Context: an optimization exercise on an open-source flow, tuned for small area, a short achievable clock period and few clock cycles. The choices shown serve that exercise and are no tape-out recipe. Where RTL was checked, it was by simulation tests only, not by an equivalence proof against the original. Only the layout flow was run in run 2; the RTL was not checked for function there.

## flow/design.v (module list and top-level ports; edited modules follow where they fit)
// module fm_fp_lzc: 11 lines
// module fm_fp_pack: 33 lines
// module fm_fp_add: 74 lines
// module fm_fp_mul: 44 lines
// module fm_fp_div: 81 lines
// module fm_fp_cmp: 16 lines
// module fm_sine_rom: 1034 lines
// module fm_sine: 29 lines
// module fm_note_rom: 138 lines
// module phase_accumulator_oscillator: 374 lines
module phase_accumulator_oscillator (
    input  wire        clk,
    input  wire        rst,
    input  wire        cmd_valid,
    output wire        cmd_ready,
    input  wire [31:0] cmd_word,
    output wire        rsp_valid,
    input  wire        rsp_ready,
    output reg  [31:0] rsp_word,
    output reg  [31:0] ch_out,
    output reg         ch_valid
);
  // ...
==> flow/run.sh <==
#!/bin/bash
# synth_recipe.tcl (not shown) runs the flow's synth.tcl, then flattens the netlist and writes it again
# the make line also repeats each setting of config.mk as NAME=value (left out here)
make -C /OpenROAD-flow-scripts/flow DESIGN_CONFIG=/design/flow/config.mk WORK_HOME=/design/flow/orfs CLKGATE_MAP_FILE= SYNTH_SCRIPT=/design/flow/synth_recipe.tcl finish
==> flow/config.mk <==
export PLATFORM = sky130hd
export DESIGN_NAME = phase_accumulator_oscillator
export DESIGN_NICKNAME = phase_accumulator_oscillator
export VERILOG_FILES = /design/flow/design.v
export SDC_FILE = /design/flow/constraint.sdc
export NUM_CORES = 8
export LEC_CHECK = 0
export CAP_MARGIN = 35
export CORE_MARGIN = 2
export CORE_UTILIZATION = 40
export SLEW_MARGIN = 35
export SYNTH_MEMORY_MAX_BITS = 65536
==> flow/constraint.sdc <==
create_clock -name core_clock -period 20.0 [get_ports {clk}]
set_input_delay 4.0000 -clock core_clock [delete_from_list [all_inputs] [get_ports {clk}]]
set_output_delay 4.0000 -clock core_clock [all_outputs]
set_load 0.01 [all_outputs]
==> metrics.md, run 1 <==
| Metric | Value |
|---|---|
| CP Data Required Time | 20.70 ns |
| Fin Hold WS | 0.435 ns |
| Most common cell after layout, fill and taps aside | nand2_1 |
| Io pins | roughly 100 |
| Simple-gate share of the synthesized area | approximately 24% |
| CP Launch Type | register |
| Fin. max-slew vios | 0 |
| Reg-to-reg slack, setup | roughly 0.58 ns |
| Initial DRC count | between 20,000 and 25,000 |
| Dpl ws | -0.300 ns |
| CP Capture Type | register |
| Footprint of the multi-input gates | approximately 86,000 um^2 |
| M2 GR Usage | roughly 61% |
| Post-synthesis xor/xnor area fraction | roughly 2.4% |
| Bufs w/o clock | around 1,900 |
| RR Endpoint | lvl[37]$_SDFFE_PP0P_ |
| N_diodes | 38 |
| Largest family of logic cells by synthesized area | compound AO/OA/AOI/OAI gates |
| Antenna violations before repair | between 70 and 80 |
| Starting Density | ~40% |
| Via total after detailed routing | about 140k |
| Hold Path Stages | 2 |
| Final HPWL DP | about 520,000 um |
| Max stage delay cell, worst path | or4b_4 |
| Final Hold Viols | 0 |
| ClkCell Share | about 2.9% |
| CTS max path bufs | 3 |
| Util after Layout | 47.4% |
| PortBufs | about 100 |
| N_taps | 3,705 |
| Outcome | no timing/DRC/antenna violations |
| Seq/total area | between 10% and 20% |
| Post-synthesis mux area share | between 6 and 7% |
| Final wirelength | 673,000 um |
| DRC | 0 |
| Fillers | roughly 28,000 |
| WL met2 | between 200,000 and 300,000 um |
Testbench counts, summed over its fixed seeds: cycles 1,078,549.
==> module fm_fp_pack, before the edit <==
module fm_fp_pack (
    input  wire        sign,
    input  wire [11:0] exp,      
    input  wire [26:0] m,
    output wire [31:0] y
);
    wire signed [11:0] e = exp;
    wire        ovf  = (e >= 12'sd255);
    wire        sub  = (e <= 12'sd0);
    wire [11:0] shamt = 12'd1 - exp;            
    reg  [26:0] ms;
    reg  [53:0] tmp;
    always @(*) begin
        if (sub) begin
            if (shamt > 12'd26) begin
                ms = {26'd0, |m};
            end else begin
                tmp = {m, 27'd0} >> shamt[4:0];
                ms  = {tmp[53:28], tmp[27] | (|tmp[26:0])};
            end
        end else begin
            tmp = 54'd0;
            ms  = m;
        end
    end
    wire [7:0]  ef   = sub ? 8'd0 : e[7:0];
    wire        lsb  = ms[3];
    wire        g    = ms[2];
    wire        rs   = ms[1] | ms[0];
    wire        inc  = g & (rs | lsb);
    wire [30:0] mag  = {ef, ms[25:3]} + {30'd0, inc};
    assign y = ovf ? {sign, 8'hFF, 23'd0} : {sign, mag};
endmodule
==> module fm_fp_add, before the edit <==
module fm_fp_add (
    input  wire [31:0] a,
    input  wire [31:0] b_in,
    input  wire        sub,
    output reg  [31:0] y
);
    wire [31:0] b = {b_in[31] ^ sub, b_in[30:0]};
    wire a_nan  = (a[30:23] == 8'hFF) && (a[22:0] != 0);
    wire b_nan  = (b[30:23] == 8'hFF) && (b[22:0] != 0);
    wire a_inf  = (a[30:23] == 8'hFF) && (a[22:0] == 0);
    wire b_inf  = (b[30:23] == 8'hFF) && (b[22:0] == 0);
    wire a_zero = (a[30:0] == 0);
    wire b_zero = (b[30:0] == 0);
    wire        swap = (b[30:0] > a[30:0]);
    wire [31:0] x = swap ? b : a;
    wire [31:0] z = swap ? a : b;
    wire [7:0]  ex = (x[30:23] == 0) ? 8'd1 : x[30:23];
    wire [7:0]  ez = (z[30:23] == 0) ? 8'd1 : z[30:23];
    wire [23:0] mx = {x[30:23] != 0, x[22:0]};
    wire [23:0] mz = {z[30:23] != 0, z[22:0]};
    wire [7:0]  d  = ex - ez;
    reg  [26:0] mz_al;
    reg  [52:0] tmp;
    always @(*) begin
        tmp = {mz, 3'd0, 26'd0} >> d[4:0];
        if (d > 8'd26)
            mz_al = {26'd0, |mz};
        else
            mz_al = {tmp[52:27], tmp[26] | (|tmp[25:0])};
    end
    wire        eff_sub = x[31] ^ z[31];
    wire [27:0] sum  = {1'b0, mx, 3'd0} + {1'b0, mz_al};
    wire [26:0] diff = {mx, 3'd0} - mz_al;
    reg  [26:0] m_pre;
    reg  [11:0] e_pre;
    always @(*) begin
        if (!eff_sub) begin
            if (sum[27]) begin
                m_pre = {sum[27:2], sum[1] | sum[0]};
                e_pre = {4'd0, ex} + 12'd1;
            end else begin
                m_pre = sum[26:0];
                e_pre = {4'd0, ex};
            end
        end else begin
            m_pre = diff;
            e_pre = {4'd0, ex};
        end
    end
    wire [4:0]  lz;
    fm_fp_lzc u_lzc (.x(m_pre), .n(lz));
    wire [26:0] m_n = m_pre << lz;
    wire [11:0] e_n = e_pre - {7'd0, lz};
    wire [31:0] packed_y;
    fm_fp_pack u_pack (.sign(x[31]), .exp(e_n), .m(m_n), .y(packed_y));
    always @(*) begin
        if (a_nan || b_nan || (a_inf && b_inf && (a[31] != b[31])))
            y = 32'h7FC00000;
        else if (a_inf)
            y = a;
        else if (b_inf)
            y = b;
        else if (a_zero && b_zero)
            y = {a[31] & b[31], 31'd0};
        else if (b_zero)
            y = a;
        else if (a_zero)
            y = b;
        else if (m_pre == 27'd0)
            y = 32'h00000000;
        else
            y = packed_y;
    end
endmodule
==> module fm_fp_mul, before the edit <==
module fm_fp_mul (
    input  wire [31:0] a,
    input  wire [31:0] b,
    output reg  [31:0] y
);
    wire a_nan  = (a[30:23] == 8'hFF) && (a[22:0] != 0);
    wire b_nan  = (b[30:23] == 8'hFF) && (b[22:0] != 0);
    wire a_inf  = (a[30:23] == 8'hFF) && (a[22:0] == 0);
    wire b_inf  = (b[30:23] == 8'hFF) && (b[22:0] == 0);
    wire a_zero = (a[30:0] == 0);
    wire b_zero = (b[30:0] == 0);
    wire sign   = a[31] ^ b[31];
    wire [4:0] lza, lzb;
    fm_fp_lzc u_lza (.x({a[30:23] != 0, a[22:0], 3'd0}), .n(lza));
    fm_fp_lzc u_lzb (.x({b[30:23] != 0, b[22:0], 3'd0}), .n(lzb));
    wire [23:0] ma = {a[30:23] != 0, a[22:0]} << lza;
    wire [23:0] mb = {b[30:23] != 0, b[22:0]} << lzb;
    wire [11:0] ea = ((a[30:23] == 0) ? 12'd1 : {4'd0, a[30:23]}) - {7'd0, lza};
    wire [11:0] eb = ((b[30:23] == 0) ? 12'd1 : {4'd0, b[30:23]}) - {7'd0, lzb};
    wire [47:0] p = ma * mb;
    reg  [26:0] m;
    reg  [11:0] e;
    always @(*) begin
        if (p[47]) begin
            m = {p[47:22], |p[21:0]};
            e = ea + eb - 12'd126;
        end else begin
            m = {p[46:21], |p[20:0]};
            e = ea + eb - 12'd127;
        end
    end
    wire [31:0] packed_y;
    fm_fp_pack u_pack (.sign(sign), .exp(e), .m(m), .y(packed_y));
    always @(*) begin
        if (a_nan || b_nan || (a_inf && b_zero) || (b_inf && a_zero))
            y = 32'h7FC00000;
        else if (a_inf || b_inf)
            y = {sign, 8'hFF, 23'd0};
        else if (a_zero || b_zero)
            y = {sign, 31'd0};
        else
            y = packed_y;
    end
endmodule
==> module fm_fp_div, before the edit <==
module fm_fp_div (
    input  wire        clk,
    input  wire        rst,
    input  wire        start,
    input  wire [31:0] a,
    input  wire [31:0] b,
    output reg         done,
    output reg  [31:0] y
);
    wire a_nan  = (a[30:23] == 8'hFF) && (a[22:0] != 0);
    wire b_nan  = (b[30:23] == 8'hFF) && (b[22:0] != 0);
    wire a_inf  = (a[30:23] == 8'hFF) && (a[22:0] == 0);
    wire b_inf  = (b[30:23] == 8'hFF) && (b[22:0] == 0);
    wire a_zero = (a[30:0] == 0);
    wire b_zero = (b[30:0] == 0);
    wire sign   = a[31] ^ b[31];
    wire [4:0] lza, lzb;
    fm_fp_lzc u_lza (.x({a[30:23] != 0, a[22:0], 3'd0}), .n(lza));
    fm_fp_lzc u_lzb (.x({b[30:23] != 0, b[22:0], 3'd0}), .n(lzb));
    wire [23:0] ma = {a[30:23] != 0, a[22:0]} << lza;
    wire [23:0] mb = {b[30:23] != 0, b[22:0]} << lzb;
    wire [11:0] ea = ((a[30:23] == 0) ? 12'd1 : {4'd0, a[30:23]}) - {7'd0, lza};
    wire [11:0] eb = ((b[30:23] == 0) ? 12'd1 : {4'd0, b[30:23]}) - {7'd0, lzb};
    wire        a_lt = (ma < mb);
    reg         busy;
    reg  [4:0]  cnt;
    reg  [25:0] rem;
    reg  [23:0] dvs;
    reg  [26:0] q;
    reg  [11:0] e_q;
    reg         s_q;
    wire [25:0] rem_sub = rem - {2'd0, dvs};
    wire        ge      = (rem >= {2'd0, dvs});
    wire [31:0] packed_y;
    fm_fp_pack u_pack (.sign(s_q), .exp(e_q), .m({q[26:1], q[0] | (rem != 26'd0)}), .y(packed_y));
    always @(posedge clk) begin
        if (rst) begin
            busy <= 1'b0;
            done <= 1'b0;
            cnt  <= 5'd0;
            rem  <= 26'd0;
            dvs  <= 24'd0;
            q    <= 27'd0;
            e_q  <= 12'd0;
            s_q  <= 1'b0;
            y    <= 32'd0;
        end else begin
            done <= 1'b0;
            if (start) begin
                if (a_nan || b_nan || (a_inf && b_inf) || (a_zero && b_zero)) begin
                    y    <= 32'h7FC00000;
                    done <= 1'b1;
                end else if (a_inf || b_zero) begin
                    y    <= {sign, 8'hFF, 23'd0};
                    done <= 1'b1;
                end else if (a_zero || b_inf) begin
                    y    <= {sign, 31'd0};
                    done <= 1'b1;
                end else begin
                    busy <= 1'b1;
                    cnt  <= 5'd27;
                    rem  <= a_lt ? {1'b0, ma, 1'b0} : {2'b0, ma};
                    dvs  <= mb;
                    q    <= 27'd0;
                    e_q  <= ea - eb + (a_lt ? 12'd126 : 12'd127);
                    s_q  <= sign;
                end
            end else if (busy) begin
                if (cnt != 5'd0) begin
                    q   <= {q[25:0], ge};
                    rem <= (ge ? rem_sub : rem) << 1;
                    cnt <= cnt - 5'd1;
                end else begin
                    busy <= 1'b0;
                    done <= 1'b1;
                    y    <= packed_y;
                end
            end
        end
    end
endmodule
==> run 2, diff against run 1 <==
==> flow/design.v (replaced) <==
module fm_fp_lzc (
    input  wire [26:0] x,
    output reg  [4:0]  n
);
    integer i;
    always @(*) begin
        n = 5'd27;
        for (i = 0; i < 27; i = i + 1)
            if (x[i]) n = 5'd26 - i[4:0];
    end
endmodule
module fm_fp_pack (
    input  wire        sign,
    input  wire [11:0] exp,      
    input  wire [26:0] m,
    output wire [31:0] y
);
    wire signed [11:0] e = exp;
    wire        ovf  = (e >= 12'sd255);
    wire        sub  = (e <= 12'sd0);
    wire [11:0] shamt = 12'd1 - exp;            
    reg  [26:0] ms;
    reg  [53:0] tmp;
    always @(*) begin
        if (sub) begin
            if (shamt > 12'd26) begin
                ms = {26'd0, |m};
                tmp = 54'd0;
            end else begin
                tmp = {m, 27'd0} >> shamt[4:0];
                ms  = {tmp[53:28], tmp[27] | (|tmp[26:0])};
            end
        end else begin
            tmp = 54'd0;
            ms  = m;
        end
    end
    wire [7:0]  ef   = sub ? 8'd0 : e[7:0];
    wire        lsb  = ms[3];
    wire        g    = ms[2];
    wire        rs   = ms[1] | ms[0];
    wire        inc  = g & (rs | lsb);
    wire [30:0] mag  = {ef, ms[25:3]} + {30'd0, inc};
    assign y = ovf ? {sign, 8'hFF, 23'd0} : {sign, mag};
endmodule
module fm_fp_add #(parameter LAT = 3) (
    input  wire        clk,
    input  wire [31:0] a,
    input  wire [31:0] b,
    output wire [31:0] y
);
    wire a_nan  = (a[30:23] == 8'hFF) && (a[22:0] != 0);
    wire b_nan  = (b[30:23] == 8'hFF) && (b[22:0] != 0);
    wire a_inf  = (a[30:23] == 8'hFF) && (a[22:0] == 0);
    wire b_inf  = (b[30:23] == 8'hFF) && (b[22:0] == 0);
    wire a_zero = (a[30:0] == 0);
    wire b_zero = (b[30:0] == 0);
    wire        swap = (b[30:0] > a[30:0]);
    wire [31:0] x = swap ? b : a;
    wire [31:0] z = swap ? a : b;
    wire [7:0]  ex = (x[30:23] == 0) ? 8'd1 : x[30:23];
    wire [7:0]  ez = (z[30:23] == 0) ? 8'd1 : z[30:23];
    wire [23:0] mx = {x[30:23] != 0, x[22:0]};
    wire [23:0] mz = {z[30:23] != 0, z[22:0]};
    wire [7:0]  d  = ex - ez;
    reg  [26:0] mz_al;
    reg  [52:0] tmp;
    always @(*) begin
        tmp = {mz, 3'd0, 26'd0} >> d[4:0];
        if (d > 8'd26)
            mz_al = {26'd0, |mz};
        else
            mz_al = {tmp[52:27], tmp[26] | (|tmp[25:0])};
    end
    wire [1:0] spec = (a_nan || b_nan || (a_inf && b_inf && (a[31] != b[31]))) ? 2'd1 :
                      (a_inf || b_inf) ? 2'd2 :
                      (a_zero && b_zero) ? 2'd3 : 2'd0;
    reg         s1_sx, s1_sub, s1_zs;
    reg  [7:0]  s1_ex;
    reg  [23:0] s1_mx;
    reg  [26:0] s1_mz;
    reg  [1:0]  s1_spec;
    always @(posedge clk) begin
        s1_sx   <= x[31];
        s1_sub  <= x[31] ^ z[31];
        s1_zs   <= a[31] & b[31];
        s1_ex   <= ex;
        s1_mx   <= mx;
        s1_mz   <= mz_al;
        s1_spec <= spec;
    end
    wire [27:0] sum  = {1'b0, s1_mx, 3'd0} + {1'b0, s1_mz};
    wire [26:0] diff = {s1_mx, 3'd0} - s1_mz;
    wire [26:0] m_pre = s1_sub ? diff : (sum[27] ? {sum[27:2], sum[1] | sum[0]} : sum[26:0]);
    wire [8:0]  e_pre = {1'b0, s1_ex} + {8'd0, !s1_sub && sum[27]};
    wire [4:0]  lz;
    fm_fp_lzc u_lzc (.x(m_pre), .n(lz));
    wire [1:0]  spec1 = (s1_spec == 2'd0 && m_pre == 27'd0) ? 2'd3 : s1_spec;
    wire        zs1   = (s1_spec == 2'd3) & s1_zs;    
    wire [26:0] s2_m;
    wire [8:0]  s2_e;
    wire [4:0]  s2_lz;
    wire        s2_sx, s2_zs;
    wire [1:0]  s2_spec;
    generate if (LAT == 3) begin : g3
        reg  [26:0] r_m;
        reg  [8:0]  r_e;
        reg  [4:0]  r_lz;
        reg         r_sx, r_zs;
        reg  [1:0]  r_spec;
        always @(posedge clk) begin
            r_m    <= m_pre;
            r_e    <= e_pre;
            r_lz   <= lz;
            r_sx   <= s1_sx;
            r_zs   <= zs1;
            r_spec <= spec1;
        end
        assign s2_m = r_m; assign s2_e = r_e; assign s2_lz = r_lz; assign s2_sx = r_sx;
        assign s2_spec = r_spec; assign s2_zs = r_zs;
    end else begin : g2
        assign s2_m = m_pre; assign s2_e = e_pre; assign s2_lz = lz; assign s2_sx = s1_sx;
        assign s2_spec = spec1; assign s2_zs = zs1;
    end endgenerate
    wire        norm = ({4'd0, s2_lz} < s2_e);
    wire [4:0]  sh   = norm ? s2_lz : (s2_e[4:0] - 5'd1);
    wire [26:0] m_n  = s2_m << sh;
    wire [8:0]  ef   = norm ? (s2_e - {4'd0, s2_lz}) : 9'd0;
    wire        inc  = m_n[2] & (m_n[1] | m_n[0] | m_n[3]);
    wire [30:0] mag  = {ef[7:0], m_n[25:3]} + {30'd0, inc};
    wire [31:0] res  = (ef >= 9'd255) ? {s2_sx, 8'hFF, 23'd0} : {s2_sx, mag};
    reg  [31:0] y_r;
    always @(posedge clk) begin
        case (s2_spec)
            2'd1:    y_r <= 32'h7FC00000;
            2'd2:    y_r <= {s2_sx, 8'hFF, 23'd0};
            2'd3:    y_r <= {s2_zs, 31'd0};
            default: y_r <= res;
        endcase
    end
    assign y = y_r;
endmodule
module fm_fp_mul (
    input  wire        clk,
    input  wire [31:0] a,
    input  wire [31:0] b,
    output reg  [31:0] y
);
    wire a_nan  = (a[30:23] == 8'hFF) && (a[22:0] != 0);
    wire b_nan  = (b[30:23] == 8'hFF) && (b[22:0] != 0);
    wire a_inf  = (a[30:23] == 8'hFF) && (a[22:0] == 0);
    wire b_inf  = (b[30:23] == 8'hFF) && (b[22:0] == 0);
    wire a_zero = (a[30:0] == 0);
    wire b_zero = (b[30:0] == 0);
    wire sign   = a[31] ^ b[31];
    wire [23:0] ma = {a[30:23] != 0, a[22:0]};
    wire [23:0] mb = {b[30:23] != 0, b[22:0]};
    wire [4:0]  lza, lzb;
    fm_fp_lzc u_lza (.x({ma, 3'd0}), .n(lza));
    fm_fp_lzc u_lzb (.x({mb, 3'd0}), .n(lzb));
    reg  [35:0] s1_lo, s1_hi;
    reg  [9:0]  s1_e;         
    reg  [5:0]  s1_lz;
    reg         s1_sign;
    reg  [1:0]  s1_spec;      
    always @(posedge clk) begin
        s1_lo   <= ma * mb[11:0];
        s1_hi   <= ma * mb[23:12];
        s1_e    <= {2'd0, (a[30:23] == 0) ? 8'd1 : a[30:23]} +
                   {2'd0, (b[30:23] == 0) ? 8'd1 : b[30:23]};
        s1_lz   <= {1'b0, lza} + {1'b0, lzb};
        s1_sign <= sign;
        s1_spec <= (a_nan || b_nan || (a_inf && b_zero) || (b_inf && a_zero)) ? 2'd1 :
                   (a_inf || b_inf) ? 2'd2 :
                   (a_zero || b_zero) ? 2'd3 : 2'd0;
    end
    wire [47:0] p  = {12'd0, s1_lo} + {s1_hi, 12'd0};
    wire [47:0] pn = p << s1_lz;           
    reg  [26:0] s2_m;
    reg  [11:0] s2_e;
    reg         s2_sign;
    reg  [1:0]  s2_spec;
    always @(posedge clk) begin
        if (pn[47]) begin
            s2_m <= {pn[47:22], |pn[21:0]};
            s2_e <= {2'd0, s1_e} - 12'd126 - {6'd0, s1_lz};
        end else begin
            s2_m <= {pn[46:21], |pn[20:0]};
            s2_e <= {2'd0, s1_e} - 12'd127 - {6'd0, s1_lz};
        end
        s2_sign <= s1_sign;
        s2_spec <= s1_spec;
    end
    wire [31:0] packed_y;
    fm_fp_pack u_pack (.sign(s2_sign), .exp(s2_e), .m(s2_m), .y(packed_y));
    always @(posedge clk) begin
        case (s2_spec)
            2'd1:    y <= 32'h7FC00000;
            2'd2:    y <= {s2_sign, 8'hFF, 23'd0};
            2'd3:    y <= {s2_sign, 31'd0};
            default: y <= packed_y;
        endcase
    end
endmodule
module fm_fp_div (
    input  wire        clk,
    input  wire        rst,
    input  wire        start,
    input  wire [31:0] a,
    input  wire [31:0] b,
    output reg  [31:0] y
);
    wire a_nan  = (a[30:23] == 8'hFF) && (a[22:0] != 0);
    wire b_nan  = (b[30:23] == 8'hFF) && (b[22:0] != 0);
    wire a_inf  = (a[30:23] == 8'hFF) && (a[22:0] == 0);
    wire b_inf  = (b[30:23] == 8'hFF) && (b[22:0] == 0);
    wire a_zero = (a[30:0] == 0);
    wire b_zero = (b[30:0] == 0);
    wire sign   = a[31] ^ b[31];
    wire [4:0] lza, lzb;
    fm_fp_lzc u_lza (.x({a[30:23] != 0, a[22:0], 3'd0}), .n(lza));
    fm_fp_lzc u_lzb (.x({b[30:23] != 0, b[22:0], 3'd0}), .n(lzb));
    wire [23:0] ma = {a[30:23] != 0, a[22:0]} << lza;
    wire [23:0] mb = {b[30:23] != 0, b[22:0]} << lzb;
    wire [11:0] ea = ((a[30:23] == 0) ? 12'd1 : {4'd0, a[30:23]}) - {7'd0, lza};
    wire [11:0] eb = ((b[30:23] == 0) ? 12'd1 : {4'd0, b[30:23]}) - {7'd0, lzb};
    wire        a_lt = (ma < mb);
    wire [1:0]  spec = (a_nan || b_nan || (a_inf && b_inf) || (a_zero && b_zero)) ? 2'd1 :
                       (a_inf || b_zero) ? 2'd2 :
                       (a_zero || b_inf) ? 2'd3 : 2'd0;
    reg         busy;
    reg  [2:0]  cnt;
    reg  [25:0] rem;
    reg  [23:0] dvs;
    reg  [27:0] q;
    reg  [11:0] e_q;
    reg         s_q;
    reg  [1:0]  spec_q;
    reg  [25:0] r4;
    reg  [3:0]  qb;
    integer k;
    always @(*) begin
        r4 = rem;
        for (k = 3; k >= 0; k = k - 1) begin
            qb[k] = (r4 >= {2'd0, dvs});
            r4 = (qb[k] ? r4 - {2'd0, dvs} : r4) << 1;
        end
    end
    wire [31:0] packed_y;
    fm_fp_pack u_pack (.sign(s_q), .exp(e_q), .m({q[27:2], q[1] | q[0] | (rem != 26'd0)}),
                       .y(packed_y));
    always @(posedge clk) begin
        if (rst) begin
            busy <= 1'b0;
            cnt  <= 3'd0;
        end else begin
            if (start) begin
                busy <= 1'b1;
                cnt  <= 3'd7;
            end else if (busy) begin
                if (cnt != 3'd0) cnt <= cnt - 3'd1;
                else busy <= 1'b0;
            end
        end
    end
    always @(posedge clk) begin
        if (start) begin
            rem    <= a_lt ? {1'b0, ma, 1'b0} : {2'b0, ma};
            dvs    <= mb;
            q      <= 28'd0;
            e_q    <= ea - eb + (a_lt ? 12'd126 : 12'd127);
            s_q    <= sign;
            spec_q <= spec;
        end else if (busy && cnt != 3'd0) begin
            q   <= {q[23:0], qb};
            rem <= r4;
        end
        if (busy && cnt == 3'd0) begin
            case (spec_q)
                2'd1:    y <= 32'h7FC00000;
                2'd2:    y <= {s_q, 8'hFF, 23'd0};
                2'd3:    y <= {s_q, 31'd0};
                default: y <= packed_y;
            endcase
        end
    end
endmodule
module fm_fp_cmp (
    input  wire [31:0] a,
    input  wire [31:0] b,
    output wire        lt,
    output wire        eq,
    output wire        unord
);
    wire a_nan = (a[30:23] == 8'hFF) && (a[22:0] != 0);
    wire b_nan = (b[30:23] == 8'hFF) && (b[22:0] != 0);
    wire both_zero = (a[30:0] == 0) && (b[30:0] == 0);
    wire [31:0] ka = a[31] ? ~a : (a | 32'h80000000);
    wire [31:0] kb = b[31] ? ~b : (b | 32'h80000000);
    assign unord = a_nan | b_nan;
    assign eq    = !unord && (both_zero || (a == b));
    assign lt    = !unord && !both_zero && (ka < kb);
endmodule
module fm_fp_wrap (
    input  wire [31:0] p,
    output reg  [31:0] y
);
    wire [7:0]  e    = p[30:23];
    wire [22:0] f    = p[22:0];
    wire [23:0] sig  = {1'b1, f};
    wire        ge1  = !p[31] && (e >= 8'd127) && !((e == 8'hFF) && (f != 23'd0));
    wire [4:0]  lz;
    fm_fp_lzc u_lz (.x({f, 4'd0}), .n(lz));           
    wire [22:0] fn   = f << (lz + 5'd1);              
    wire [31:0] y127 = (f == 23'd0) ? 32'h00000000 : {1'b0, 8'd126 - {3'd0, lz}, fn};
    wire [7:0]  sh   = 8'd150 - e;
    wire [23:0] r    = sig - (24'd1 << sh[4:0]);
    wire [31:0] ymid = r[23] ? {1'b0, e, r[22:0]} : {1'b0, e - 8'd1, r[21:0], 1'b0};
    always @(*) begin
        if (!ge1)
            y = p;
        else if (e == 8'd127)
            y = y127;
        else if (e <= 8'd150)
            y = ymid;
        else if (e == 8'd151)
            y = (f == 23'd0) ? 32'h4B7FFFFF : (f[0] ? {1'b0, e, f - 23'd1} : p);
        else
            y = p;
    end
endmodule
module fm_sine_rom (
    input  wire [8:0]  addr,
    output reg  [30:0] data
);
    always @(*) begin
        case (addr)
            9'd0: data = 31'h00000000;
            9'd1: data = 31'h3BC90F88;
            9'd2: data = 31'h3C490E90;
            9'd3: data = 31'h3C96C9B6;
            9'd4: data = 31'h3CC90AB0;
            9'd5: data = 31'h3CFB49BA;
            9'd6: data = 31'h3D16C32C;
            9'd7: data = 31'h3D2FE007;
            9'd8: data = 31'h3D48FB30;
            9'd9: data = 31'h3D621469;
            9'd10: data = 31'h3D7B2B74;
            9'd11: data = 31'h3D8A200A;
            9'd12: data = 31'h3D96A905;
            9'd13: data = 31'h3DA3308C;
            9'd14: data = 31'h3DAFB680;
            9'd15: data = 31'h3DBC3AC3;
            9'd16: data = 31'h3DC8BD36;
            9'd17: data = 31'h3DD53DB9;
            9'd18: data = 31'h3DE1BC2E;
            9'd19: data = 31'h3DEE3876;
            9'd20: data = 31'h3DFAB273;
            9'd21: data = 31'h3E039502;
            9'd22: data = 31'h3E09CF86;
            9'd23: data = 31'h3E1008B7;
            9'd24: data = 31'h3E164083;
            9'd25: data = 31'h3E1C76DE;
            9'd26: data = 31'h3E22ABB6;
            9'd27: data = 31'h3E28DEFC;
            9'd28: data = 31'h3E2F10A2;
            9'd29: data = 31'h3E354098;
            9'd30: data = 31'h3E3B6ECF;
            9'd31: data = 31'h3E419B37;
            9'd32: data = 31'h3E47C5C2;
            9'd33: data = 31'h3E4DEE60;
            9'd34: data = 31'h3E541501;
            9'd35: data = 31'h3E5A3997;
            9'd36: data = 31'h3E605C13;
            9'd37: data = 31'h3E667C66;
            9'd38: data = 31'h3E6C9A7F;
            9'd39: data = 31'h3E72B651;
            9'd40: data = 31'h3E78CFCC;
            9'd41: data = 31'h3E7EE6E1;
            9'd42: data = 31'h3E827DC0;
            9'd43: data = 31'h3E8586CE;
            9'd44: data = 31'h3E888E93;
            9'd45: data = 31'h3E8B9507;
            9'd46: data = 31'h3E8E9A22;
            9'd47: data = 31'h3E919DDD;
            9'd48: data = 31'h3E94A031;
            9'd49: data = 31'h3E97A117;
            9'd50: data = 31'h3E9AA086;
            9'd51: data = 31'h3E9D9E78;
            9'd52: data = 31'h3EA09AE5;
            9'd53: data = 31'h3EA395C5;
            9'd54: data = 31'h3EA68F12;
            9'd55: data = 31'h3EA986C4;
            9'd56: data = 31'h3EAC7CD4;
            9'd57: data = 31'h3EAF713A;
            9'd58: data = 31'h3EB263EF;
            9'd59: data = 31'h3EB554EC;
            9'd60: data = 31'h3EB8442A;
            9'd61: data = 31'h3EBB31A0;
            9'd62: data = 31'h3EBE1D4A;
            9'd63: data = 31'h3EC1071E;
            9'd64: data = 31'h3EC3EF15;
            9'd65: data = 31'h3EC6D529;
            9'd66: data = 31'h3EC9B953;
            9'd67: data = 31'h3ECC9B8B;
            9'd68: data = 31'h3ECF7BCA;
            9'd69: data = 31'h3ED25A09;
            9'd70: data = 31'h3ED53641;
            9'd71: data = 31'h3ED8106B;
            9'd72: data = 31'h3EDAE880;
            9'd73: data = 31'h3EDDBE79;
            9'd74: data = 31'h3EE0924F;
            9'd75: data = 31'h3EE363FA;
            9'd76: data = 31'h3EE63375;
            9'd77: data = 31'h3EE900B7;
            9'd78: data = 31'h3EEBCBBB;
            9'd79: data = 31'h3EEE9479;
            9'd80: data = 31'h3EF15AEA;
            9'd81: data = 31'h3EF41F07;
            9'd82: data = 31'h3EF6E0CB;
            9'd83: data = 31'h3EF9A02D;
            9'd84: data = 31'h3EFC5D27;
            9'd85: data = 31'h3EFF17B2;
            9'd86: data = 31'h3F00E7E4;
            9'd87: data = 31'h3F0242B1;
            9'd88: data = 31'h3F039C3D;
            9'd89: data = 31'h3F04F484;
            9'd90: data = 31'h3F064B82;
            9'd91: data = 31'h3F07A136;
            9'd92: data = 31'h3F08F59B;
            9'd93: data = 31'h3F0A48AD;
            9'd94: data = 31'h3F0B9A6B;
            9'd95: data = 31'h3F0CEAD0;
            9'd96: data = 31'h3F0E39DA;
            9'd97: data = 31'h3F0F8784;
            9'd98: data = 31'h3F10D3CD;
            9'd99: data = 31'h3F121EB0;
            9'd100: data = 31'h3F13682A;
            9'd101: data = 31'h3F14B039;
            9'd102: data = 31'h3F15F6D9;
            9'd103: data = 31'h3F173C07;
            9'd104: data = 31'h3F187FC0;
            9'd105: data = 31'h3F19C200;
            9'd106: data = 31'h3F1B02C6;
            9'd107: data = 31'h3F1C420C;
            9'd108: data = 31'h3F1D7FD1;
            9'd109: data = 31'h3F1EBC12;
            9'd110: data = 31'h3F1FF6CB;
            9'd111: data = 31'h3F212FF9;
            9'd112: data = 31'h3F226799;
            9'd113: data = 31'h3F239DA9;
            9'd114: data = 31'h3F24D225;
            9'd115: data = 31'h3F26050A;
            9'd116: data = 31'h3F273656;
            9'd117: data = 31'h3F286605;
            9'd118: data = 31'h3F299415;
            9'd119: data = 31'h3F2AC082;
            9'd120: data = 31'h3F2BEB4A;
            9'd121: data = 31'h3F2D1469;
            9'd122: data = 31'h3F2E3BDE;
            9'd123: data = 31'h3F2F61A5;
            9'd124: data = 31'h3F3085BB;
            9'd125: data = 31'h3F31A81D;
            9'd126: data = 31'h3F32C8C9;
            9'd127: data = 31'h3F33E7BC;
            9'd128: data = 31'h3F3504F3;
            9'd129: data = 31'h3F36206C;
            9'd130: data = 31'h3F373A23;
            9'd131: data = 31'h3F385216;
            9'd132: data = 31'h3F396842;
            9'd133: data = 31'h3F3A7CA4;
            9'd134: data = 31'h3F3B8F3B;
            9'd135: data = 31'h3F3CA003;
            9'd136: data = 31'h3F3DAEF9;
            9'd137: data = 31'h3F3EBC1B;
            9'd138: data = 31'h3F3FC767;
            9'd139: data = 31'h3F40D0DA;
            9'd140: data = 31'h3F41D870;
            9'd141: data = 31'h3F42DE29;
            9'd142: data = 31'h3F43E200;
            9'd143: data = 31'h3F44E3F5;
            9'd144: data = 31'h3F45E403;
            9'd145: data = 31'h3F46E22A;
            9'd146: data = 31'h3F47DE65;
            9'd147: data = 31'h3F48D8B3;
            9'd148: data = 31'h3F49D112;
            9'd149: data = 31'h3F4AC77F;
            9'd150: data = 31'h3F4BBBF8;
            9'd151: data = 31'h3F4CAE79;
            9'd152: data = 31'h3F4D9F02;
            9'd153: data = 31'h3F4E8D90;
            9'd154: data = 31'h3F4F7A1F;
            9'd155: data = 31'h3F5064AF;
            9'd156: data = 31'h3F514D3D;
            9'd157: data = 31'h3F5233C6;
            9'd158: data = 31'h3F531849;
            9'd159: data = 31'h3F53FAC3;
            9'd160: data = 31'h3F54DB31;
            9'd161: data = 31'h3F55B993;
            9'd162: data = 31'h3F5695E5;
            9'd163: data = 31'h3F577026;
            9'd164: data = 31'h3F584853;
            9'd165: data = 31'h3F591E6A;
            9'd166: data = 31'h3F59F26A;
            9'd167: data = 31'h3F5AC450;
            9'd168: data = 31'h3F5B941A;
            9'd169: data = 31'h3F5C61C7;
            9'd170: data = 31'h3F5D2D53;
            9'd171: data = 31'h3F5DF6BE;
            9'd172: data = 31'h3F5EBE05;
            9'd173: data = 31'h3F5F8327;
            9'd174: data = 31'h3F604621;
            9'd175: data = 31'h3F6106F2;
            9'd176: data = 31'h3F61C598;
            9'd177: data = 31'h3F628210;
            9'd178: data = 31'h3F633C5A;
            9'd179: data = 31'h3F63F473;
            9'd180: data = 31'h3F64AA59;
            9'd181: data = 31'h3F655E0B;
            9'd182: data = 31'h3F660F88;
            9'd183: data = 31'h3F66BECC;
            9'd184: data = 31'h3F676BD8;
            9'd185: data = 31'h3F6816A8;
            9'd186: data = 31'h3F68BF3C;
            9'd187: data = 31'h3F696591;
            9'd188: data = 31'h3F6A09A7;
            9'd189: data = 31'h3F6AAB7B;
            9'd190: data = 31'h3F6B4B0C;
            9'd191: data = 31'h3F6BE858;
            9'd192: data = 31'h3F6C835E;
            9'd193: data = 31'h3F6D1C1D;
            9'd194: data = 31'h3F6DB293;
            9'd195: data = 31'h3F6E46BE;
            9'd196: data = 31'h3F6ED89E;
            9'd197: data = 31'h3F6F6830;
            9'd198: data = 31'h3F6FF573;
            9'd199: data = 31'h3F708066;
            9'd200: data = 31'h3F710908;
            9'd201: data = 31'h3F718F57;
            9'd202: data = 31'h3F721352;
            9'd203: data = 31'h3F7294F8;
            9'd204: data = 31'h3F731447;
            9'd205: data = 31'h3F73913F;
            9'd206: data = 31'h3F740BDD;
            9'd207: data = 31'h3F748422;
            9'd208: data = 31'h3F74FA0B;
            9'd209: data = 31'h3F756D97;
            9'd210: data = 31'h3F75DEC6;
            9'd211: data = 31'h3F764D97;
            9'd212: data = 31'h3F76BA07;
            9'd213: data = 31'h3F772417;
            9'd214: data = 31'h3F778BC5;
            9'd215: data = 31'h3F77F110;
            9'd216: data = 31'h3F7853F8;
            9'd217: data = 31'h3F78B47B;
            9'd218: data = 31'h3F791298;
            9'd219: data = 31'h3F796E4E;
            9'd220: data = 31'h3F79C79D;
            9'd221: data = 31'h3F7A1E84;
            9'd222: data = 31'h3F7A7302;
            9'd223: data = 31'h3F7AC516;
            9'd224: data = 31'h3F7B14BE;
            9'd225: data = 31'h3F7B61FC;
            9'd226: data = 31'h3F7BACCD;
            9'd227: data = 31'h3F7BF531;
            9'd228: data = 31'h3F7C3B28;
            9'd229: data = 31'h3F7C7EB0;
            9'd230: data = 31'h3F7CBFC9;
            9'd231: data = 31'h3F7CFE73;
            9'd232: data = 31'h3F7D3AAC;
            9'd233: data = 31'h3F7D7474;
            9'd234: data = 31'h3F7DABCC;
            9'd235: data = 31'h3F7DE0B1;
            9'd236: data = 31'h3F7E1324;
            9'd237: data = 31'h3F7E4323;
            9'd238: data = 31'h3F7E70B0;
            9'd239: data = 31'h3F7E9BC9;
            9'd240: data = 31'h3F7EC46D;
            9'd241: data = 31'h3F7EEA9D;
            9'd242: data = 31'h3F7F0E58;
            9'd243: data = 31'h3F7F2F9D;
            9'd244: data = 31'h3F7F4E6D;
            9'd245: data = 31'h3F7F6AC7;
            9'd246: data = 31'h3F7F84AB;
            9'd247: data = 31'h3F7F9C18;
            9'd248: data = 31'h3F7FB10F;
            9'd249: data = 31'h3F7FC38F;
            9'd250: data = 31'h3F7FD397;
            9'd251: data = 31'h3F7FE129;
            9'd252: data = 31'h3F7FEC43;
            9'd253: data = 31'h3F7FF4E6;
            9'd254: data = 31'h3F7FFB11;
            9'd255: data = 31'h3F7FFEC4;
            9'd256: data = 31'h3F800000;
            default: data = 31'h00000000;
        endcase
    end
endmodule
module fm_sine (
    input  wire [31:0] p,
    output wire [31:0] y
);
    wire        finite = (p[30:23] != 8'hFF);
    wire [7:0]  e   = (p[30:23] == 0) ? 8'd1 : p[30:23];
    wire [23:0] m   = {p[30:23] != 0, p[22:0]};
    reg  [9:0]  idx_pos;    
    reg         frac_nz;    
    reg  [63:0] u;
    always @(*) begin
        u = 64'd0;
        if (e < 8'd117) begin
            idx_pos = 10'd0;
            frac_nz = (m != 24'd0);
        end else if (e > 8'd150) begin
            idx_pos = 10'd0;
            frac_nz = 1'b0;
        end else begin
            u = {m, 40'd0} >> (8'd150 - e);
            idx_pos = u[39:30];
            frac_nz = (u[29:0] != 30'd0);
        end
    end
    wire [9:0] idx  = p[31] ? (10'd0 - idx_pos - {9'd0, frac_nz}) : idx_pos;
    wire [8:0] addr = idx[8] ? (9'd256 - {1'b0, idx[7:0]}) : {1'b0, idx[7:0]};
    wire [30:0] mag;
    fm_sine_rom u_rom (.addr(addr), .data(mag));
    wire neg = idx[9] && (addr != 9'd0);
    assign y = finite ? {neg, mag} : 32'h00000000;
endmodule
module fm_note_rom (
    input  wire [6:0]  addr,
    output wire [31:0] data
);
    wire [14:0] prod = addr * 8'd171;
    wire [3:0]  oct  = prod[14:11];           
    wire [6:0]  semi = addr - {oct, 3'd0} - {1'b0, oct, 2'd0};
    reg  [22:0] frac;
    always @(*) begin
        case (semi[3:0])
            4'd0:    frac = 23'h02D013;
            4'd1:    frac = 23'h0A9760;
            4'd2:    frac = 23'h12D517;
            4'd3:    frac = 23'h1B9041;
            4'd4:    frac = 23'h24D054;
            4'd5:    frac = 23'h2E9D37;
            4'd6:    frac = 23'h38FF49;
            4'd7:    frac = 23'h43FF6A;
            4'd8:    frac = 23'h4FA700;
            4'd9:    frac = 23'h5C0000;
            4'd10:   frac = 23'h6914F6;
            default: frac = 23'h76F110;
        endcase
    end
    assign data = {1'b0, 8'd130 + {4'd0, oct}, frac};
endmodule
module phase_accumulator_oscillator (
    input  wire        clk,
    input  wire        rst,
    input  wire        cmd_valid,
    output wire        cmd_ready,
    input  wire [31:0] cmd_word,
    output wire        rsp_valid,
    input  wire        rsp_ready,
    output reg  [31:0] rsp_word,
    output reg  [31:0] ch_out,
    output reg         ch_valid
);
    localparam [2:0] STG_ATTACK  = 3'd0;
    localparam [2:0] STG_DECAY   = 3'd1;
    localparam [2:0] STG_SUSTAIN = 3'd2;
    localparam [2:0] STG_RELEASE = 3'd3;
    localparam [2:0] STG_IDLE    = 3'd4;
    localparam [1:0] RC_OK      = 2'd0;
    localparam [1:0] RC_ILLEGAL = 2'd1;
    localparam [1:0] RC_BADRATE = 2'd2;
    localparam [1:0] RC_NORATE  = 2'd3;
    localparam [31:0] F_ZERO = 32'h00000000;
    localparam [31:0] F_ONE  = 32'h3F800000;
    localparam [31:0] T_MIN  = 32'h35800000;    
    localparam integer O_D1   = 0;     
    localparam integer O_F3   = 0;     
    localparam integer O_E3   = 1;     
    localparam integer O_D2   = 3;     
    localparam integer O_MPHW = 3;     
    localparam integer O_MODS = 4;     
    localparam integer O_LVLW = 4;     
    localparam integer O_C1   = 6;     
    localparam integer O_DIV  = 9;     
    localparam integer O_LVLC = 12;    
    localparam integer O_O1A  = 15;    
    localparam integer O_C3   = 18;    
    localparam integer O_O1B  = 18;    
    localparam integer O_O1H  = 18;    
    localparam integer O_ACC  = 21;    
    localparam integer O_CPHW = 21;    
    localparam integer O_CARS = 22;    
    localparam integer O_ACCH = 24;    
    localparam integer O_G    = 29;    
    localparam integer O_END  = 32;    
    localparam integer NQ     = 5;     
    reg         q0_v, q1_v;
    reg  [31:0] q0_w, q1_w;
    reg         cmd_ready_r;
    assign cmd_ready = cmd_ready_r;
    reg  [3:0]  wcnt;                  
    reg  [3:0]  h_opc;
    reg         h_rsv0, h_low0;
    reg  [7:0]  h_note;
    reg  [31:0] w1, w2, w3, w4, w5, w6, w7;
    wire        bank_full = wcnt[3];
    wire        h_render  = (h_opc == 4'd5) && h_rsv0 && h_low0;
    reg  [31:0] cph1, cph2, mph1, mph2, lvl1, lvl2, nfreq1, nfreq2;
    reg  [2:0]  stg1, stg2;
    reg         nv1, nv2;
    reg  [6:0]  note1, note2;
    reg  [31:0] sr;
    reg         srv, nf;
    reg  [31:0] fm1, fm2, minc1, minc2, dlt_a, dlt_d, dlt_r;
    reg         fmv1, fmv2, dva, dvd, dvr;
    reg  [31:0] mod1, mod2, car1, car2, lvlc1, lvlc2, o1h, acch;
    reg  [O_END:0] s;                  
    reg  [O_G:0]   rr;                 
    reg         f0_a1, f0_a2;          
    reg         f1_a1, f1_a2;          
    reg         f2_a1, f2_a2;          
    reg  [2:0]  spc;                   
    reg  [4:0]  rage;                  
    reg  [31:0] e_p1   [0:NQ-1];       
    reg  [1:0]  e_code [0:NQ-1];
    reg         e_isr  [0:NQ-1];
    reg         e_nf   [0:NQ-1];
    reg         e_srv  [0:NQ-1];
    reg  [2:0]  ap, cp, hp;            
    reg  [2:0]  qcnt;                  
    reg  [2:0]  ifl;                   
    reg  [2:0]  rcnt;                  
    reg         phase;                 
    reg         prep;
    reg  [4:0]  pc;
    reg         prep_fm, pn1, pn2;
    reg  [1:0]  px1, px2;              
    function [2:0] inc5(input [2:0] x);
        inc5 = (x == 3'd4) ? 3'd0 : x + 3'd1;
    endfunction
    wire [3:0] opc = h_opc;
    wire illegal = (opc == 4'd0) || (opc > 4'd5) || !h_rsv0 ||
                   (((opc == 4'd1) || (opc == 4'd2) || (opc == 4'd5)) && !h_low0);
    wire is_reset = !illegal && (opc == 4'd1);
    wire is_rate  = !illegal && (opc == 4'd2);
    wire is_non   = !illegal && (opc == 4'd3);
    wire is_noff  = !illegal && (opc == 4'd4);
    wire is_rnd   = !illegal && (opc == 4'd5);
    wire render_ok = is_rnd && srv;
    wire [6:0] nnum = h_note[6:0];
    wire act1 = (stg1 != STG_IDLE);
    wire act2 = (stg2 != STG_IDLE);
    wire env1 = (stg1 == STG_ATTACK) || (stg1 == STG_DECAY) || (stg1 == STG_RELEASE);
    wire env2 = (stg2 == STG_ATTACK) || (stg2 == STG_DECAY) || (stg2 == STG_RELEASE);
    wire [1:0] x1 = (stg1 == STG_ATTACK) ? 2'd0 : (stg1 == STG_DECAY) ? 2'd1 : 2'd2;
    wire [1:0] x2 = (stg2 == STG_ATTACK) ? 2'd0 : (stg2 == STG_DECAY) ? 2'd1 : 2'd2;
    wire dv1 = (x1 == 2'd0) ? dva : (x1 == 2'd1) ? dvd : dvr;
    wire dv2 = (x2 == 2'd0) ? dva : (x2 == 2'd1) ? dvd : dvr;
    wire nd1 = act1 && env1 && !dv1;
    wire nd2 = act2 && env2 && !dv2;
    wire nfm = (act1 && !fmv1) || (act2 && !fmv2);
    wire needprep = nfm || nd1 || nd2;
    wire drained  = (ifl == 3'd0);
    wire credit   = (qcnt < NQ);
    wire slot_ok  = bank_full && (spc == 3'd0) && credit && !prep;
    wire clash    = rr[10] | rr[11] | rr[13] | rr[14] | rr[16] | rr[17] | rr[18] |
                    rr[19] | rr[24] | rr[25] | rr[27] | rr[28];
    wire issue    = slot_ok &&
                    ((is_reset || is_rate) ? drained :
                     render_ok ? (!needprep && !clash) : 1'b1);
    wire prep_go  = slot_ok && render_ok && needprep && (rage >= 5'd30);
    wire match1 = nv1 && (note1 == nnum);
    wire match2 = nv2 && (note2 == nnum);
    wire free1  = (stg1 == STG_IDLE);
    wire free2  = (stg2 == STG_IDLE);
    wire sel2   = !(free1 || match1) && (free2 || match2);
    wire [31:0] note_freq;
    fm_note_rom u_note_rom (.addr(nnum), .data(note_freq));
    wire rate_ok = !w1[31] && (w1[30:0] != 31'd0) &&
                   !((w1[30:23] == 8'hFF) && (w1[22:0] != 23'd0));
    wire pop = q0_v && (!bank_full || issue);
    wire [3:0] widx = bank_full ? 4'd0 : wcnt;      
    wire [31:0] key = (widx == 4'd2) ? w2 : (widx == 4'd4) ? w4 :
                      (widx == 4'd5) ? w5 : w7;
    wire key_ne = (q0_w != key);
    always @(posedge clk) begin
        if (rst) begin
            q0_v <= 1'b0;
            q1_v <= 1'b0;
            cmd_ready_r <= 1'b1;
        end else begin : qblk
            reg n0_v, n1_v;
            reg [31:0] n0_w, n1_w;
            n0_v = q0_v; n0_w = q0_w; n1_v = q1_v; n1_w = q1_w;
            if (pop) begin
                n0_v = q1_v; n0_w = q1_w; n1_v = 1'b0;
            end
            if (cmd_valid && cmd_ready_r) begin
                if (!n0_v) begin n0_v = 1'b1; n0_w = cmd_word; end
                else begin n1_v = 1'b1; n1_w = cmd_word; end
            end
            q0_v <= n0_v; q0_w <= n0_w; q1_v <= n1_v; q1_w <= n1_w;
            cmd_ready_r <= !n1_v;
        end
    end
    reg  [31:0] mul_a, mul_b, ade_a, ade_b, adp_a, adp_b, d1_a, d1_b, d2_a, d2_b, sin_p;
    reg         d1_go, d2_go;
    wire [31:0] mul_y, ade_y, adp_y, d1_y, d2_y, sin_y, wrap_y;
    fm_fp_mul u_mul (.clk(clk), .a(mul_a), .b(mul_b), .y(mul_y));
    fm_fp_add #(.LAT(3)) u_ade (.clk(clk), .a(ade_a), .b(ade_b), .y(ade_y));
    fm_fp_add #(.LAT(3)) u_adp (.clk(clk), .a(adp_a), .b(adp_b), .y(adp_y));
    fm_fp_div u_div1 (.clk(clk), .rst(rst), .start(d1_go), .a(d1_a), .b(d1_b), .y(d1_y));
    fm_fp_div u_div2 (.clk(clk), .rst(rst), .start(d2_go), .a(d2_a), .b(d2_b), .y(d2_y));
    fm_sine   u_sine (.p(sin_p), .y(sin_y));
    fm_fp_wrap u_wrap (.p(adp_y), .y(wrap_y));
    wire r_d1a = rr[O_D1];
    wire r_d1b = rr[O_D1+1];
    wire r_f3a = rr[O_F3];
    wire r_f3b = rr[O_F3+1];
    wire r_e3a = rr[O_E3];
    wire r_e3b = rr[O_E3+1];
    wire r_d2a = rr[O_D2];
    wire r_d2b = rr[O_D2+1];
    wire r_mwa = rr[O_MPHW] && f0_a1;
    wire r_mwb = rr[O_MPHW+1] && f0_a2;
    wire r_msa = rr[O_MODS];
    wire r_msb = rr[O_MODS+1];
    wire r_lwa = rr[O_LVLW] && f0_a1;
    wire r_lwb = rr[O_LVLW+1] && f0_a2;
    wire r_c1a = rr[O_C1];
    wire r_c1b = rr[O_C1+1];
    wire r_dva = rr[O_DIV];
    wire r_dvb = rr[O_DIV+1];
    wire r_lca = rr[O_LVLC];
    wire r_lcb = rr[O_LVLC+1];
    wire r_o1a = rr[O_O1A];
    wire r_o1b = rr[O_O1B];
    wire r_o1h = rr[O_O1H];
    wire r_c3a = rr[O_C3];
    wire r_c3b = rr[O_C3+1];
    wire r_acc = rr[O_ACC];
    wire r_cwa = rr[O_CPHW] && f2_a1;
    wire r_cwb = rr[O_CPHW+1] && f2_a2;
    wire r_csa = rr[O_CARS];
    wire r_csb = rr[O_CARS+1];
    wire r_ach = rr[O_ACCH];
    wire r_g = rr[O_G];
    wire [31:0] t1 = (px1 == 2'd0) ? w4 : (px1 == 2'd1) ? w5 : w7;
    wire [31:0] t2 = (px2 == 2'd0) ? w4 : (px2 == 2'd1) ? w5 : w7;
    wire t1_gt = !t1[31] && (t1[30:0] > T_MIN[30:0]) && !((t1[30:23] == 8'hFF) && (t1[22:0] != 23'd0));
    wire t2_gt = !t2[31] && (t2[30:0] > T_MIN[30:0]) && !((t2[30:23] == 8'hFF) && (t2[22:0] != 23'd0));
    wire p_m0 = prep && (pc == 5'd0);
    wire p_m1 = prep && (pc == 5'd1);
    wire p_m8 = prep && (pc == 5'd8);
    wire p_m9 = prep && (pc == 5'd9);
    wire p_3  = prep && (pc == 5'd3);
    wire p_4  = prep && (pc == 5'd4);
    wire p_11 = prep && (pc == 5'd11);
    wire p_12 = prep && (pc == 5'd12);
    wire p_13 = prep && (pc == 5'd13);
    wire p_20 = prep && (pc == 5'd20);
    wire p_21 = prep && (pc == 5'd21);
    wire [31:0] dlt1 = (stg1 == STG_ATTACK) ? dlt_a : (stg1 == STG_DECAY) ? {~dlt_d[31], dlt_d[30:0]} :
                       {~dlt_r[31], dlt_r[30:0]};
    wire [31:0] dlt2 = (stg2 == STG_ATTACK) ? dlt_a : (stg2 == STG_DECAY) ? {~dlt_d[31], dlt_d[30:0]} :
                       {~dlt_r[31], dlt_r[30:0]};
    wire [2:0]  gidx = cp;
    always @(*) begin
        mul_a = mod1; mul_b = w3;
        if (r_d1b)       begin mul_a = mod2;  mul_b = w3; end
        else if (r_d2a)  begin mul_a = mul_y; mul_b = nfreq1; end
        else if (r_d2b)  begin mul_a = mul_y; mul_b = nfreq2; end
        else if (r_o1a)  begin mul_a = car1;  mul_b = lvlc1; end
        else if (r_o1b)  begin mul_a = car2;  mul_b = lvlc2; end
        else if (r_g)    begin mul_a = acch;  mul_b = e_p1[gidx]; end
        else if (p_m0)   begin mul_a = nfreq1; mul_b = w2; end
        else if (p_m1)   begin mul_a = nfreq2; mul_b = w2; end
        else if (p_m8)   begin mul_a = t1_gt ? t1 : T_MIN; mul_b = sr; end
        else if (p_m9)   begin mul_a = t2_gt ? t2 : T_MIN; mul_b = sr; end
        ade_a = lvl1; ade_b = dlt1;
        if (r_e3b)       begin ade_a = lvl2; ade_b = dlt2; end
        else if (r_c1a)  begin ade_a = fm1;  ade_b = mul_y; end
        else if (r_c1b)  begin ade_a = fm2;  ade_b = mul_y; end
        else if (r_acc)  begin ade_a = o1h;  ade_b = f2_a2 ? mul_y : F_ZERO; end
        adp_a = mph1; adp_b = minc1;
        if (r_f3b)       begin adp_a = mph2; adp_b = minc2; end
        else if (r_c3a)  begin adp_a = cph1; adp_b = d1_y; end
        else if (r_c3b)  begin adp_a = cph2; adp_b = d2_y; end
        d1_go = r_dva || p_3 || p_11;
        d2_go = r_dvb || p_4 || p_12;
        d1_a = ade_y; d1_b = sr;
        d2_a = ade_y; d2_b = sr;
        if (p_3)  begin d1_a = mul_y; d1_b = sr; end
        if (p_11) begin d1_a = F_ONE; d1_b = mul_y; end
        if (p_4)  begin d2_a = mul_y; d2_b = sr; end
        if (p_12) begin d2_a = F_ONE; d2_b = mul_y; end
        sin_p = mph1;
        if (r_msb)       sin_p = mph2;
        else if (r_csa)  sin_p = cph1;
        else if (r_csb)  sin_p = cph2;
    end
    wire        l_nan    = (ade_y[30:23] == 8'hFF) && (ade_y[22:0] != 23'd0);
    wire        l_ge_one = !ade_y[31] && (ade_y[30:0] >= F_ONE[30:0]) && !l_nan;
    wire        l_le_zero = !l_nan && (ade_y[31] || (ade_y[30:0] == 31'd0));
    wire        ls_lt, ls_eq, ls_un;
    fm_fp_cmp u_cmp_ls (.a(ade_y), .b(w6), .lt(ls_lt), .eq(ls_eq), .unord(ls_un));
    wire        l_le_sus = !ls_un && (ls_lt || ls_eq);
    function [34:0] env_next(input [2:0] st, input [31:0] l, input ge1, input lesus,
                             input lez, input [31:0] sus);
        case (st)
            STG_ATTACK:  env_next = ge1   ? {STG_DECAY,   F_ONE}  : {STG_ATTACK,  l};
            STG_DECAY:   env_next = lesus ? {STG_SUSTAIN, sus}    : {STG_DECAY,   l};
            STG_SUSTAIN: env_next = {STG_SUSTAIN, sus};
            default:     env_next = lez   ? {STG_IDLE,    F_ZERO} : {STG_RELEASE, l};
        endcase
    endfunction
    wire [34:0] env1_n = env_next(stg1, ade_y, l_ge_one, l_le_sus, l_le_zero, w6);
    wire [34:0] env2_n = env_next(stg2, ade_y, l_ge_one, l_le_sus, l_le_zero, w6);
    wire        s_finite = (mul_y[30:23] != 8'hFF);
    integer i;
    always @(posedge clk) begin
        if (rst) begin
            wcnt  <= 4'd0;
            cph1 <= F_ZERO; cph2 <= F_ZERO; mph1 <= F_ZERO; mph2 <= F_ZERO;
            lvl1 <= F_ZERO; lvl2 <= F_ZERO; nfreq1 <= F_ZERO; nfreq2 <= F_ZERO;
            stg1 <= STG_IDLE; stg2 <= STG_IDLE;
            nv1 <= 1'b0; nv2 <= 1'b0; note1 <= 7'd0; note2 <= 7'd0;
            sr <= F_ZERO; srv <= 1'b0; nf <= 1'b0;
            fmv1 <= 1'b0; fmv2 <= 1'b0; dva <= 1'b0; dvd <= 1'b0; dvr <= 1'b0;
            mod1 <= F_ZERO; mod2 <= F_ZERO; car1 <= F_ZERO; car2 <= F_ZERO;
            s <= {(O_END+1){1'b0}};
            rr <= {(O_G+1){1'b0}};
            spc <= 3'd0; rage <= 5'd31;
            ap <= 3'd0; cp <= 3'd0; hp <= 3'd0; qcnt <= 3'd0; phase <= 1'b0;
            ifl <= 3'd0; rcnt <= 3'd0;
            prep <= 1'b0; pc <= 5'd0;
            ch_out <= F_ZERO; ch_valid <= 1'b0;
        end else begin
            ch_valid <= 1'b0;
            if (pop) begin
                case (widx)
                    4'd0: begin
                        h_opc  <= q0_w[31:28];
                        h_rsv0 <= (q0_w[27:24] == 4'd0);
                        h_low0 <= (q0_w[23:0] == 24'd0);
                        h_note <= q0_w[7:0];
                    end
                    4'd1: w1 <= q0_w;
                    default: ;
                endcase
                if (h_render && widx != 4'd0) begin
                    case (widx)
                        4'd2: begin w2 <= q0_w; if (key_ne) begin fmv1 <= 1'b0; fmv2 <= 1'b0; end end
                        4'd3: w3 <= q0_w;
                        4'd4: begin w4 <= q0_w; if (key_ne) dva <= 1'b0; end
                        4'd5: begin w5 <= q0_w; if (key_ne) dvd <= 1'b0; end
                        4'd6: w6 <= q0_w;
                        4'd7: begin w7 <= q0_w; if (key_ne) dvr <= 1'b0; end
                        default: ;
                    endcase
                end
                wcnt <= widx + 4'd1;
            end else if (issue) begin
                wcnt <= 4'd0;
            end
            s <= {s[O_END-1:0], issue};
            rr <= {rr[O_G-1:0], issue && render_ok};
            if (issue) begin
                f0_a1 <= act1;
                f0_a2 <= act2;
                spc   <= 3'd7;
            end else if (spc != 3'd0) begin
                spc <= spc - 3'd1;
            end
            if (s[7])  begin f1_a1 <= f0_a1; f1_a2 <= f0_a2; end
            if (s[15]) begin f2_a1 <= f1_a1; f2_a2 <= f1_a2; end
            if (issue && render_ok) rage <= 5'd0;
            else if (rage != 5'd31) rage <= rage + 5'd1;
            if (issue) begin
                e_p1[ap]   <= render_ok ? w1 : F_ZERO;
                e_isr[ap]  <= render_ok;
                e_code[ap] <= illegal ? RC_ILLEGAL :
                              (is_rate && !rate_ok) ? RC_BADRATE :
                              (is_rnd && !srv) ? RC_NORATE : RC_OK;
                ap <= inc5(ap);
                if (is_reset) begin
                    cph1 <= F_ZERO; cph2 <= F_ZERO; mph1 <= F_ZERO; mph2 <= F_ZERO;
                    lvl1 <= F_ZERO; lvl2 <= F_ZERO; nfreq1 <= F_ZERO; nfreq2 <= F_ZERO;
                    stg1 <= STG_IDLE; stg2 <= STG_IDLE;
                    nv1 <= 1'b0; nv2 <= 1'b0; note1 <= 7'd0; note2 <= 7'd0;
                    nf <= 1'b0;
                    mod1 <= F_ZERO; mod2 <= F_ZERO; car1 <= F_ZERO; car2 <= F_ZERO;
                    fmv1 <= 1'b0; fmv2 <= 1'b0;
                end
                if (is_rate && rate_ok) begin
                    sr  <= w1;
                    srv <= 1'b1;
                    fmv1 <= 1'b0; fmv2 <= 1'b0; dva <= 1'b0; dvd <= 1'b0; dvr <= 1'b0;
                end
                if (is_non && !h_note[7]) begin
                    if (sel2) begin
                        nv2 <= 1'b1; note2 <= nnum; nfreq2 <= note_freq; stg2 <= STG_ATTACK;
                        if (note_freq != nfreq2) fmv2 <= 1'b0;
                    end else begin
                        nv1 <= 1'b1; note1 <= nnum; nfreq1 <= note_freq; stg1 <= STG_ATTACK;
                        if (note_freq != nfreq1) fmv1 <= 1'b0;
                    end
                end
                if (is_noff && !h_note[7]) begin
                    if (match1 && !free1) stg1 <= STG_RELEASE;
                    if (match2 && !free2) stg2 <= STG_RELEASE;
                end
            end
            if (prep_go) begin
                prep    <= 1'b1;
                prep_fm <= nfm;
                pc      <= nfm ? 5'd0 : 5'd8;
                pn1     <= act1 && env1;
                pn2     <= act2 && env2;
                px1     <= x1;
                px2     <= x2;
            end else if (prep) begin
                pc <= pc + 5'd1;
                if (pc == 5'd21) prep <= 1'b0;
            end
            if (p_3 && prep_fm)  fm1 <= mul_y;
            if (p_4 && prep_fm)  fm2 <= mul_y;
            if (p_12 && prep_fm) minc1 <= d1_y;
            if (p_13 && prep_fm) begin minc2 <= d2_y; fmv1 <= 1'b1; fmv2 <= 1'b1; end
            if (p_20 && pn1) begin
                case (px1)
                    2'd0: begin dlt_a <= d1_y; dva <= 1'b1; end
                    2'd1: begin dlt_d <= d1_y; dvd <= 1'b1; end
                    default: begin dlt_r <= d1_y; dvr <= 1'b1; end
                endcase
            end
            if (p_21 && pn2) begin
                case (px2)
                    2'd0: begin dlt_a <= d2_y; dva <= 1'b1; end
                    2'd1: begin dlt_d <= d2_y; dvd <= 1'b1; end
                    default: begin dlt_r <= d2_y; dvr <= 1'b1; end
                endcase
            end
            if (r_mwa) mph1 <= wrap_y;
            if (r_mwb) mph2 <= wrap_y;
            if (r_msa) mod1 <= sin_y;
            if (r_msb) mod2 <= sin_y;
            if (r_lwa) begin stg1 <= env1_n[34:32]; lvl1 <= env1_n[31:0]; end
            if (r_lwb) begin stg2 <= env2_n[34:32]; lvl2 <= env2_n[31:0]; end
            if (r_lca) lvlc1 <= lvl1;
            if (r_lcb) lvlc2 <= lvl2;
            if (r_o1h) o1h <= !f2_a1 ? F_ZERO :
                              (mul_y == 32'h80000000) ? F_ZERO : mul_y;
            if (r_cwa) cph1 <= wrap_y;
            if (r_cwb) cph2 <= wrap_y;
            if (r_csa) car1 <= sin_y;
            if (r_csb) car2 <= sin_y;
            if (r_ach) acch <= ade_y;
            if (s[O_END]) begin
                if (e_isr[cp]) begin
                    if (s_finite) begin
                        e_p1[cp] <= mul_y;
                        ch_out   <= mul_y;
                        e_nf[cp] <= nf;
                    end else begin
                        e_p1[cp] <= F_ZERO;
                        ch_out   <= F_ZERO;
                        nf       <= 1'b1;
                        e_nf[cp] <= 1'b1;
                    end
                    ch_valid <= 1'b1;
                end else begin
                    e_nf[cp] <= nf;
                end
                e_srv[cp] <= srv;
                cp <= inc5(cp);
            end
            if (rsp_valid && rsp_ready) begin
                phase <= !phase;
                if (phase) hp <= inc5(hp);
            end
            qcnt <= qcnt + {2'd0, issue} - {2'd0, rsp_valid && rsp_ready && phase};
            ifl  <= ifl + {2'd0, issue} - {2'd0, s[O_END]};
            rcnt <= rcnt + {2'd0, s[O_END]} - {2'd0, rsp_valid && rsp_ready && phase};
        end
    end
    assign rsp_valid = (rcnt != 3'd0);
    always @(*) begin
        if (phase)
            rsp_word = e_p1[hp];
        else
            rsp_word = {26'd0, e_nf[hp], e_srv[hp], 2'b00, e_code[hp]};
    end
endmodule
==> run 2 against run 1 <==
Hold slack worse by 0.11 ns; sequential cell count is 1214 higher; clock skew increased by 0.062 ns; area after synthesis rose by 61%; fmax up 9.7%; critical path depth shrank 41; register-to-register slack better by 1.7 ns.
==> metrics.md, run 2 <==
| Metric | Value |
|---|---|
| Final Hold Viols | 0 (unchanged) |
| Reg-to-reg slack, setup | 2.30 ns (was 0.58 ns) |
| Largest family of logic cells by synthesized area | compound AO/OA/AOI/OAI gates (unchanged) |
| Fin. max-slew vios | 0 (unchanged) |
| Post-synthesis mux area share | 10.8% (was 6.73%) |
| Layout cells sized above 1 | 9.14% (was 16.1%) |
| Die W | 670 um (was 530 um) |
| Register area share after synthesis | 29.9% (was 16.6%) |
| Clock latency (worst-skew pair) | 1.03 ns (was 0.81 ns) |
| Most common cell after layout, fill and taps aside | nand2_1 (unchanged) |
| DRC | 0 (unchanged) |
| Hold Crit Class | register to register (unchanged) |
| Initial DRC count | 22,500 (was 22,100) |
| # Post-CTS Setup Buffers | 0 (was 2) |
| RSZ-0062 raised after global routing | false |
| PortBufs | 102 (unchanged) |
| CP Capture Type | register (unchanged) |
| Post-synthesis xor/xnor area fraction | 3.63% (was 2.42%) |
| Core Rows | 244 (was 193) |
| Outcome | no timing/DRC/antenna violations (unchanged) |
| Max stage delay cell, worst path | o311ai_0 (was or4b_4) |
| Buf+Inv Stages, Crit Path | 4 (was 26) |
| Num CTS Buffers | 262 (was 103) |
| Post-synthesis adder-cell area fraction | 11.5% (was 14.2%) |
| Fillers | 43,700 (was 28,400) |
| Most frequent cell after synthesis | nand2_1 (unchanged) |
| Largest Register | e_p1 |
| CP Launch Type | register (unchanged) |
| Antenna violations before repair | 50 (was 72) |
| Via total after detailed routing | 169,000 (was 135,000) |
| Io pins | 103 (unchanged) |
| CTS max path bufs | 4 (was 3) |
| Footprint of the multi-input gates | 116,000 um^2 (was 85,700 um^2) |
| Tightest Pin Transition | 1.06 ns (was 1.15 ns) |
| Drt via density | 6.32 (was 6.68) |
| CP Data Required Time | 20.67 ns (was 20.70 ns) |
| Clock root cell | clkbuf_16 (unchanged) |
| Starting Density | 40.2% (was 40.1%) |
| Die area | 449,000 um^2 (was 281,000 um^2) |
| Asr flop ratio synth | 0% (unchanged) |
| Final wirelength | 766,000 um (was 673,000 um) |
| Worst-path clk slew | 0.07 ns (about the same) |
| Final HPWL DP | 564,000 um (was 519,000 um) |
| Avg Inst Size Synth | 8.45 um^2 (was 7.04 um^2) |
| Post-synth top cells | 2,493 x nand2_1, 1,945 x nor2_1, 1,602 x a21oi_1, 1,350 x o21ai_0, 1,185 x inv_1 (was 2,641 x nand2_1, 1,587 x nor2_1, 1,377 x a21oi_1, 1,026 x clkbuf_1, 915 x dfxtp_1) |
| Dpl ws | 2.46 ns (was -0.300 ns) |
| Simple-gate share of the synthesized area | 17.9% (was 24.2%) |
-- run 2: cell types whose count changed after synthesis, moves of 148 or more --
| cell | previous run | this run |
|---|---|---|
| nand3_1 | 356 | 612 |
| mux2i_1 | 522 | 1076 |
| xnor2_1 | 207 | 500 |
| a21oi_1 | 1377 | 1602 |
| nor2_1 | 1587 | 1945 |
| edfxtp_1 | 0 | 1046 |
| inv_1 | 860 | 1185 |
| nand2_1 | 2641 | 2493 |
| o21ai_0 | 827 | 1350 |
| ha_1 | 440 | 852 |
| dfxtp_1 | 915 | 1083 |
| mux4_2 | 36 | 255 |
-- run 2: final cells by class --
class                   count  area share (%)
diodes                     28          0.0360
clock inverters           130           0.754
well taps                5904            3.79
flip-flops and latches   2129            27.3
repair buffers            644            2.70
inverters                1214            2.35
multi-input cells       16300            59.3
clock buffers             347            3.77
-- run 2: path summary, 6_finish.rpt --
check | startpoint | end | depth (start not counted)
worst min-delay path | s[19]$_SDFF_PP0_ | s[20]$_SDFF_PP0_ | 1
worst min register to register | s[19]$_SDFF_PP0_ | s[20]$_SDFF_PP0_ | 1
worst max register to register | u_div2.dvs[0]$_DFFE_PN_ | u_div2.rem[18]$_DFFE_PP_ | 62
worst max-delay path | u_div2.dvs[0]$_DFFE_PN_ | u_div2.rem[18]$_DFFE_PP_ | 62
-- run 2: routing by layer --
| metal | share of wire (%) | up-vias | global-route usage, % |
|---|---|---|---|
| met1 | 39 | 81700 | 42.3 |
| li1 | - | 75100 | - |
| met5 | 0.064 | - | 0.372 |
| met2 | 42 | 9648 | 48.8 |
| met3 | 11 | 2119 | 8.39 |
| met4 | 7.3 | 42 | 19.6 |
-- run 2: kinds of logic after synthesis --
logic type | Yosys count
muxes | 1562
AOI/OAI and AO/OA | 5672
buffers and inverters | 2629
adders and majority gates | 1343
xor gates and xnor gates | 733
DFF | 2129
and+or+nand+nor | 6962
-- run 2: per-stage QoR --
step                      hold slack, ns  utilization [%]  cells  cell area (um^2)
after floorplan                    0.310                -  21000            178000
final                              0.323             44.1  26700            195000
after detailed placement           0.319             42.0  26200            186000
after CTS                          0.333             44.0  26600            195000
after global placement             0.313             42.0  26100            185000
after global routing               0.343             44.1  26600            195000

static timing again, ports no longer ideal:
In the flow no input, the clock included, has a driving cell. The finished layouts below were timed again as built, in two steps. Step 1 sets driving cells, clkbuf_16 on the clock port and buf_2 on the other inputs (assumed; they add their load-dependent delay and slew). Step 2 also shifts input and output timing later by t, the mid clock arrival at the registers, as if the neighbouring blocks saw the same clock. a / b / c = ideal / step 1 / step 2; a / b = the first two.
run | t, ns | setup WS [ns]
run 1 | 0.836 | 0.583 / 0.583 / 0.583
run 2 | 1.083 | 2.297 / 2.297 / 2.297
After both steps every run listed still meets setup and hold.
